What follows belongs to an exercise in optimizing a design on an open flow for small area, a short achievable clock period and few clock cycles per item; a production flow would make more cautious choices.
In this exercise RTL edits were held to simulation tests only and were not proved equivalent to the original.

==> juniper: inputs <==
// bcc_block
module bcc_block (
  input  wire         clk,
  input  wire         rst,           
  input  wire         in_valid,
  output wire         in_ready,
  input  wire         in_decrypt,    
  input  wire [4:0]   in_keylen,     
  input  wire [127:0] in_key,
  input  wire [63:0]  in_block,
  output wire         out_valid,
  input  wire         out_ready,
  output wire [63:0]  out_block
);
Settings: LEC_CHECK=0, CAP_MARGIN=20, CORE_MARGIN=2, CORE_UTILIZATION=70, CTS_BUF_LIST=sky130_fd_sc_hd__clkbuf_4 sky130_fd_sc_hd__clkbuf_8, SLEW_MARGIN=20; clock period 12.0 ns.
standard.sh (not shown) runs the stock make flow with config.mk's settings and CLKGATE_MAP_FILE= SYNTH_SCRIPT=/design/flow/synth_recipe.tcl, a recipe that flattens the netlist after the stock synthesis.
==> flow/flow/run.sh <==
#!/bin/bash
bash standard.sh "BUFFER_PORTS_ARGS=-buffer_cell sky130_fd_sc_hd__buf_1" SETUP_SLACK_MARGIN=7.2 finish > flow_make.log 2>&1
==> pepper (differences from juniper) <==
--- a/flow/design.v
+++ b/flow/design.v
@@ -34,26 +34,17 @@
   reg        d2;
   reg [63:0] x2;
   reg [63:0] k2;
   reg        v3;
   reg        d3;
   reg [63:0] x3;
   reg [63:0] k3;
-  reg        sk_v;
-  reg [63:0] sk;
-  wire stall = sk_v;
-  assign in_ready  = ~sk_v;
-  assign out_valid = sk_v | v3;
-  always @(posedge clk) begin
-    if (rst) sk_v <= 1'b0;
-    else if (sk_v) begin
-      if (out_ready) sk_v <= 1'b0;
-    end else if (v3 & ~out_ready) sk_v <= 1'b1;
-    if (~sk_v) sk <= x3;
-  end
+  wire stall = v3 & ~out_ready;
+  assign in_ready  = ~stall;
+  assign out_valid = v3;
   reg [63:0] ek;
   always @* begin
     ek[7:0] = in_key[7:0];
     case (in_keylen)
       5'd1: ek[15:8] = in_key[7:0];
       default: ek[15:8] = in_key[15:8];
     endcase
@@ -553,9 +544,9 @@
     else if (~stall) v3 <= v2;
     if (~stall) begin
       d3 <= d2;
       x3 <= o197;
       k3 <= k2;
     end
   end
-  assign out_block = sk_v ? sk : x3;
+  assign out_block = x3;
 endmodule
==> flow/run.sh (new file) <==
#!/bin/bash
# synth_recipe.tcl (not shown) runs the flow's synth.tcl, then flattens the netlist and writes it again
# the make line also repeats each setting of config.mk as NAME=value (left out here)
make -C /OpenROAD-flow-scripts/flow DESIGN_CONFIG=/design/flow/config.mk WORK_HOME=/design/flow/orfs CLKGATE_MAP_FILE= SYNTH_SCRIPT=/design/flow/synth_recipe.tcl finish
==> flow/config.mk (replaced) <==
export PLATFORM = sky130hd
export DESIGN_NAME = bcc_block
export DESIGN_NICKNAME = bcc_block
export VERILOG_FILES = /design/flow/design.v
export SDC_FILE = /design/flow/constraint.sdc
export NUM_CORES = 4
export LEC_CHECK = 0
export CAP_MARGIN = 20
export CORE_MARGIN = 2
export CORE_UTILIZATION = 40
export SETUP_SLACK_MARGIN = 5
export SLEW_MARGIN = 20
removed: flow/flow/run.sh
removed: flow/standard.sh
==> ember (differences from juniper) <==
--- a/flow/design.v
+++ b/flow/design.v
@@ -34,26 +34,17 @@
   reg        d2;
   reg [63:0] x2;
   reg [63:0] k2;
   reg        v3;
   reg        d3;
   reg [63:0] x3;
   reg [63:0] k3;
-  reg        sk_v;
-  reg [63:0] sk;
-  wire stall = sk_v;
-  assign in_ready  = ~sk_v;
-  assign out_valid = sk_v | v3;
-  always @(posedge clk) begin
-    if (rst) sk_v <= 1'b0;
-    else if (sk_v) begin
-      if (out_ready) sk_v <= 1'b0;
-    end else if (v3 & ~out_ready) sk_v <= 1'b1;
-    if (~sk_v) sk <= x3;
-  end
+  wire stall = v3 & ~out_ready;
+  assign in_ready  = ~stall;
+  assign out_valid = v3;
   reg [63:0] ek;
   always @* begin
     ek[7:0] = in_key[7:0];
     case (in_keylen)
       5'd1: ek[15:8] = in_key[7:0];
       default: ek[15:8] = in_key[15:8];
     endcase
@@ -553,9 +544,9 @@
     else if (~stall) v3 <= v2;
     if (~stall) begin
       d3 <= d2;
       x3 <= o197;
       k3 <= k2;
     end
   end
-  assign out_block = sk_v ? sk : x3;
+  assign out_block = x3;
 endmodule
==> flow/flow/run.sh (replaced) <==
#!/bin/bash
bash standard.sh "BUFFER_PORTS_ARGS=-buffer_cell sky130_fd_sc_hd__buf_1" SETUP_SLACK_MARGIN=6.7 finish > flow_make.log 2>&1
--- a/flow/config.mk
+++ b/flow/config.mk
@@ -5,8 +5,9 @@
 export SDC_FILE = /design/flow/constraint.sdc
 export NUM_CORES = 4
 export LEC_CHECK = 0
 export CAP_MARGIN = 20
 export CORE_MARGIN = 2
 export CORE_UTILIZATION = 70
 export CTS_BUF_LIST = sky130_fd_sc_hd__clkbuf_4 sky130_fd_sc_hd__clkbuf_8
+export PLACE_DENSITY = 0.75
 export SLEW_MARGIN = 20
==> results.yml <==
grt:
  globalRouteMet2Util_pct: 49.6
final_layout:
  num-nets-final: 4493
  fin_area_um2: 44800
  seq_area_share_pct: 30.4
  clkCellAreaFrac_pct: 4.02
worst_setup_path:
  r2r-end: "x2[39]"
  rrSetupSlack_ns: 5.78
  crit_end: "x0[47]"
  ff2ff_path_depth: 26
clock_network:
  clock-root-buffer: "clkbuf_16"
  cts.sinks: 455
  clkLatencyLatePin_ns: 0.63
synth:
  synth-adder-area-share_pct: 20.4
  synth-seq-area-share_pct: 34.5
outcome:
  outcome: "timing/DRC/antenna clean"
sta:
  finClkSkew_ns: 0.0195
# the run above: pepper

==> results.yml <==
outcome:
  outcome: "timing/DRC/antenna clean"
worst_setup_path:
  crit_end: "x1[39]"
  ff2ff_path_depth: 25
  crit_cells: 25
  rrSetupSlack_ns: 6.72
clock_network:
  clock-root-buffer: "clkbuf_8"
  cts.sinks: 455
  clkLatencyLatePin_ns: 0.72
sta:
  finClkSkew_ns: 0.0637
grt:
  globalRouteMet2Util_pct: 75.4
final_layout:
  fin_area_um2: 44000
  num-nets-final: 4552
  non_clock_buffer_area_share_pct: 2.97
  clkCellAreaFrac_pct: 3.64
  top_area_cell_class: "multi-input combinational cells"
  seq_area_share_pct: 30.9
  final_common_cell: "xnor2_1"
synth:
  synth-adder-area-share_pct: 20.4
  synth-seq-area-share_pct: 34.5
# the run above: ember

==> results.yml <==
sta:
  finClkSkew_ns: 0.0513
  setup_viol: 0
clock_network:
  clock-root-buffer: "clkbuf_8"
  clkLatencyLatePin_ns: 0.77
route:
  first_pass_iters: 12
synth:
  synth-adder-area-share_pct: 19.4
  synth-seq-area-share_pct: 35.9
final_layout:
  seq_area_share_pct: 29.5
  clkCellAreaFrac_pct: 3.52
  num-nets-final: 4816
worst_setup_path:
  rrSetupSlack_ns: 6.99
  ff2ff_path_depth: 20
  cp-start-kind: "input pin"
  r2r-end: "x3[63]"
grt:
  globalRouteMet2Util_pct: 79.2
outcome:
  outcome: "timing/DRC/antenna clean"
# the run above: juniper

Testbench counts of juniper, summed over its fixed seeds: cycles 1,632, items 1,600.
Testbench counts of pepper, summed over its fixed seeds: cycles 1,632, items 1,600.
Testbench counts of ember, summed over its fixed seeds: cycles 1,632, items 1,600.

-- separate check: timing with driven ports --
In the flow no input, the clock included, has a driving cell. The finished layouts below were timed again as built, in two steps. Step 1 sets driving cells, clkbuf_16 on the clock port and buf_2 on the other inputs (assumed; they add their load-dependent delay and slew). Step 2 adds t to the input delays and takes it off the output delays; t is the mean of the earliest and latest rising clock arrival at the registers after step 1. Input paths then give back, and output paths get back, about the clock's delay inside the block. Slacks: no drivers / after step 1 / after step 2; pairs: no drivers / after step 1.
run	t, ns	setup slack, ns	hold slack, ns
juniper	0.805	6.785 / 6.775 / 5.970	0.471 / 0.471 / 0.471
pepper	0.689	5.498 / 5.542 / 4.853	0.449 / 0.449 / 0.449
ember	0.754	6.722 / 6.697 / 6.024	0.455 / 0.455 / 0.455
After both steps every run listed still meets setup and hold. For juniper, which loses most, drivers alone change the setup slack by -0.010 ns; drivers and shift together by -0.815 ns.
